This design comes from an exercise in tuning for small area on the open sky130 flow, not from production work.
RTL that was checked went through simulation tests only; none was proved equivalent to the original.
Power figures rest on the tool's default switching activity, not on a simulated workload.

## ft300_core
module ft300_core (
    input  wire         clk,
    input  wire         rst,
    input  wire [63:0]  time_now,
    input  wire         cmd_valid,
    output wire         cmd_ready,
    input  wire [7:0]   cmd_word,
    input  wire         rx_valid,
    input  wire         rx_timeout,
    output wire         rx_ready,
    input  wire [7:0]   rx_data,
    output reg          rsp_valid,
    output reg  [2:0]   rsp_op,
    output reg  [3:0]   rsp_status,
    output wire [107:0] rsp_sample,
    output wire [63:0]  rsp_freq
);
export LEC_CHECK = 0
export CAP_MARGIN = 20
export CORE_MARGIN = 2
export CORE_UTILIZATION = 65
export PLACE_DENSITY = 0.75
export SLEW_MARGIN = 20
create_clock -name core_clock -period 20.0 [get_ports {clk}]
standard.sh (not shown) runs the stock make flow with config.mk's settings and CLKGATE_MAP_FILE= SYNTH_SCRIPT=/design/flow/synth_recipe.tcl, a recipe that flattens the netlist after the stock synthesis.
==> flow/flow/run.sh <==
#!/bin/bash
# The standard ORFS flow with a few layout choices changed:
#  - after the standard synthesis, the logic between the flip-flops is
#    re-mapped by ABC for area (flow/resyn.ys, flow/abc.script); the
#    flip-flops themselves are kept as the standard synthesis made them;
#  - the port buffers use the smallest buffer cell;
#  - clock tree synthesis uses clkbuf_4 with small clusters and no dummy loads.
# Each tool's output goes to a log file of its own in this folder.
set -euo pipefail
export BUFFER_PORTS_ARGS="-buffer_cell sky130_fd_sc_hd__buf_1"
export CTS_ARGS="-sink_clustering_enable -repair_clock_nets -dont_use_dummy_load -buf_list sky130_fd_sc_hd__clkbuf_4 -sink_clustering_size 10 -sink_clustering_max_diameter 30"
R=orfs/results/$FLOW_PLATFORM/ft300_core/base
LIB=$FLOW_HOME/platforms/$FLOW_PLATFORM/lib/sky130_fd_sc_hd__tt_025C_1v80.lib
YOSYS=$FLOW_HOME/../tools/install/yosys/bin/yosys
bash standard.sh synth > synth.log 2>&1
cp $R/1_2_yosys.v $R/1_2_yosys_standard.v
sed -e "s#@LIB@#$LIB#g" -e "s#@IN@#$R/1_2_yosys_standard.v#" -e "s#@OUT@#$R/1_2_yosys.v#" \
    -e "s#@TOP@#$FLOW_TOP#" -e "s#@ABC@#$PWD/flow/abc.script#" flow/resyn.ys > resyn_run.ys
$YOSYS -s resyn_run.ys > resyn.log 2>&1
rm -f $R/1_synth.odb $R/1_synth.sdc
bash standard.sh > flow.log 2>&1
Other scripts of this flow, unchanged in this note and not shown: flow/flow/abc.script, flow/flow/resyn.ys
Rerun with:
--- a/flow/design.v
+++ b/flow/design.v
@@ -191,92 +191,89 @@
         else
             crc <= {1'b0, crc[15:1]};
         if (t == 7'd96)
             crc_ok <= (crc[0] == s);
         else if (t < 7'd112)
             crc_ok <= crc_ok & (crc[0] == s);
     end
     reg  [7:0] tt [0:7];
     reg  [7:0] ss [0:7];
     wire       tload  = ev_cycle;
     wire       tshort = (dstate == D_E) || (dstate == D_EL) || (dstate == D_LOAD) || (dstate == D_STEP) || (dstate == D_ROUND);
     wire       epass  = (dstate == D_EPASS);
-    reg        eb, ezero, big;
-    wire [8:0] ed = {1'b0, tt[0]} - {1'b0, ss[0]} - {8'd0, ph8_0 ? 1'b0 : eb};
+    reg        cy;       
+    reg        ezero, big;
+    wire [8:0] ed = {1'b0, tt[0]} - {1'b0, ss[0]} - {8'd0, ph8_0 ? 1'b0 : cy};
     always @(posedge clk) begin
         for (k = 0; k < 7; k = k + 1) begin
             tt[k] <= tt[k+1];
             ss[k] <= ss[k+1];
         end
         tt[7] <= rmode ? rin : epass ? ed[7:0] : tt[0];
         ss[7] <= copy_run ? tt[0] : ss[0];
         if (tshort)
             tt[4] <= tt[0];
         if (tload)
             for (k = 0; k < 8; k = k + 1)
                 tt[k] <= time_now[8*k +: 8];
     end
     reg [7:0] xx [0:3];      
     reg [7:0] qq [0:4];
-    reg        cx, xmax, xeq;
+    reg        xmax, xeq;
     reg  [7:0] kd, xmd;
     always @(*) begin
         case (p5)
             3'd1: begin kd = 8'h24; xmd = 8'hDC; end
             3'd2: begin kd = 8'hF4; xmd = 8'h0B; end
             3'd3: begin kd = 8'h00; xmd = 8'h23; end
             3'd4: begin kd = 8'h00; xmd = 8'hF4; end
             default: begin kd = 8'h00; xmd = 8'h00; end
         endcase
     end
     wire [7:0] xa   = p5_0 ? 8'd0 : xx[0];
-    wire [8:0] xs   = {1'b0, xa} + {1'b0, kd} + {8'd0, p5_0 ? 1'b0 : cx};
+    wire [8:0] xs   = {1'b0, xa} + {1'b0, kd} + {8'd0, p5_0 ? 1'b0 : cy};
     wire [7:0] xnew = xmax ? 8'h00 : xs[7:0];
     wire       xeqn = (p5_0 ? 1'b1 : xeq) & (xnew == xmd);
-    reg        sR, cR, rsh, qsh, dnext, rnz;
+    reg        sR, rsh, qsh, dnext, rnz;
     wire       rsi  = p5_0 ? dnext : rsh;
     wire [7:0] ra   = {w[11][6:0], rsi};
     wire [7:0] rb   = tt[0] ^ {8{~sR}};
-    wire       rci  = p5_0 ? ~sR : cR;
+    wire       rci  = p5_0 ? ~sR : cy;
     wire [8:0] rsum = {1'b0, ra} + {1'b0, rb} + {8'd0, rci};
     assign     rin  = (dstate == D_LOAD) ? 8'd0 : rsum[7:0];
     wire       qsi  = p5_0 ? ((step == 6'd0) ? 1'b0 : ~sR) : qsh;
-    reg        cq;
     wire       ru = ~sR & (rnz | qq[0][0]);
-    wire [8:0] qi = {1'b0, qq[0]} + {8'd0, p5_0 ? ru : cq};
+    wire [8:0] qi = {1'b0, qq[0]} + {8'd0, p5_0 ? ru : cy};
     reg  [7:0] qin;
     always @(*) begin
         if (copy_run)
             qin = 8'd0;
         else case (dstate)
             D_LOAD:  qin = ezero ? qq[0] : big ? 8'd0 : xnew;
             D_STEP:  qin = {qq[0][6:0], qsi};
             D_ROUND: qin = qi[7:0];
             default: qin = qq[0];
         endcase
     end
     always @(posedge clk) begin
         for (k = 0; k < 4; k = k + 1)
             qq[k] <= qq[k+1];
         for (k = 0; k < 3; k = k + 1)
             xx[k] <= xx[k+1];
         xx[3] <= (dstate == D_LOAD && !p5_0) ? xnew : copy_run ? 8'd0 : xx[0];
         qq[4] <= qin;
-        eb  <= ed[8];
-        cx  <= xs[8];
+        cy  <= epass ? ed[8] : (dstate == D_LOAD) ? xs[8] : (dstate == D_STEP) ? rsum[8] : qi[8];
         xeq <= xeqn;
-        cR  <= rsum[8];
         rsh <= w[11][7];
         qsh <= qq[0][7];
-        cq  <= qi[8];
         if (epass) begin
             ezero <= (ph8_0 ? 1'b1 : ezero) & (ed[7:0] == 8'd0);
             big   <= (ph8_0 ? 1'b0 : big) |
                      ((ph8 == 3'd4) ? (|ed[7:5]) : (ph8 > 3'd4) ? (|ed[7:0]) : 1'b0);
         end
         if (dstate == D_LOAD) begin
             sR <= 1'b0;
             if (p5_4) begin
                 dnext <= xnew[7];
                 xmax  <= xeqn;
             end
         end
Outcome: Wire length decreases by 4.3%. Register-to-register slack gets worse by 360 ps. Final cell count stays flat. Total power decreases by about 0.4%. Clock skew increases by 7.8 ps. Setup slack gets better by 43 ps. Sequential share of layout area decreases by 0.21 points. Via count stays flat. Utilization hardly moves. Worst hold slack gets worse by 35 ps. Fmax increases by about 0.65%.
Function not checked in the first run of this note: the RTL went through the layout flow alone.

-- afterwards: timing with drivers on the ports --
In the flow no input, the clock included, has a driving cell. The finished layouts below were timed again as built, in two steps. Step 1, drivers: a clkbuf_16 drives clk and a buf_2 each remaining input, both assumed. Step 2 adds t to the input delays and takes it off the output delays; t is the mean of the earliest and latest rising clock arrival at the registers after step 1. Input paths then give back, and output paths get back, about the clock's delay inside the block. a / b / c = no drivers / after step 1 / after step 2; a / b = the first two.
| run | t, ns | setup slack, ns | slew at the worst register clock pin (ns) | pins driven straight from the clock port |
|---|---|---|---|---|
| the first run | 0.695 | 13.420 / 13.372 / 13.574 | 0.10 / 0.10 | 1 |
| the second run | 0.724 | 13.463 / 13.414 / 13.497 | 0.10 / 0.10 | 1 |
After both steps every run listed still meets setup and hold.
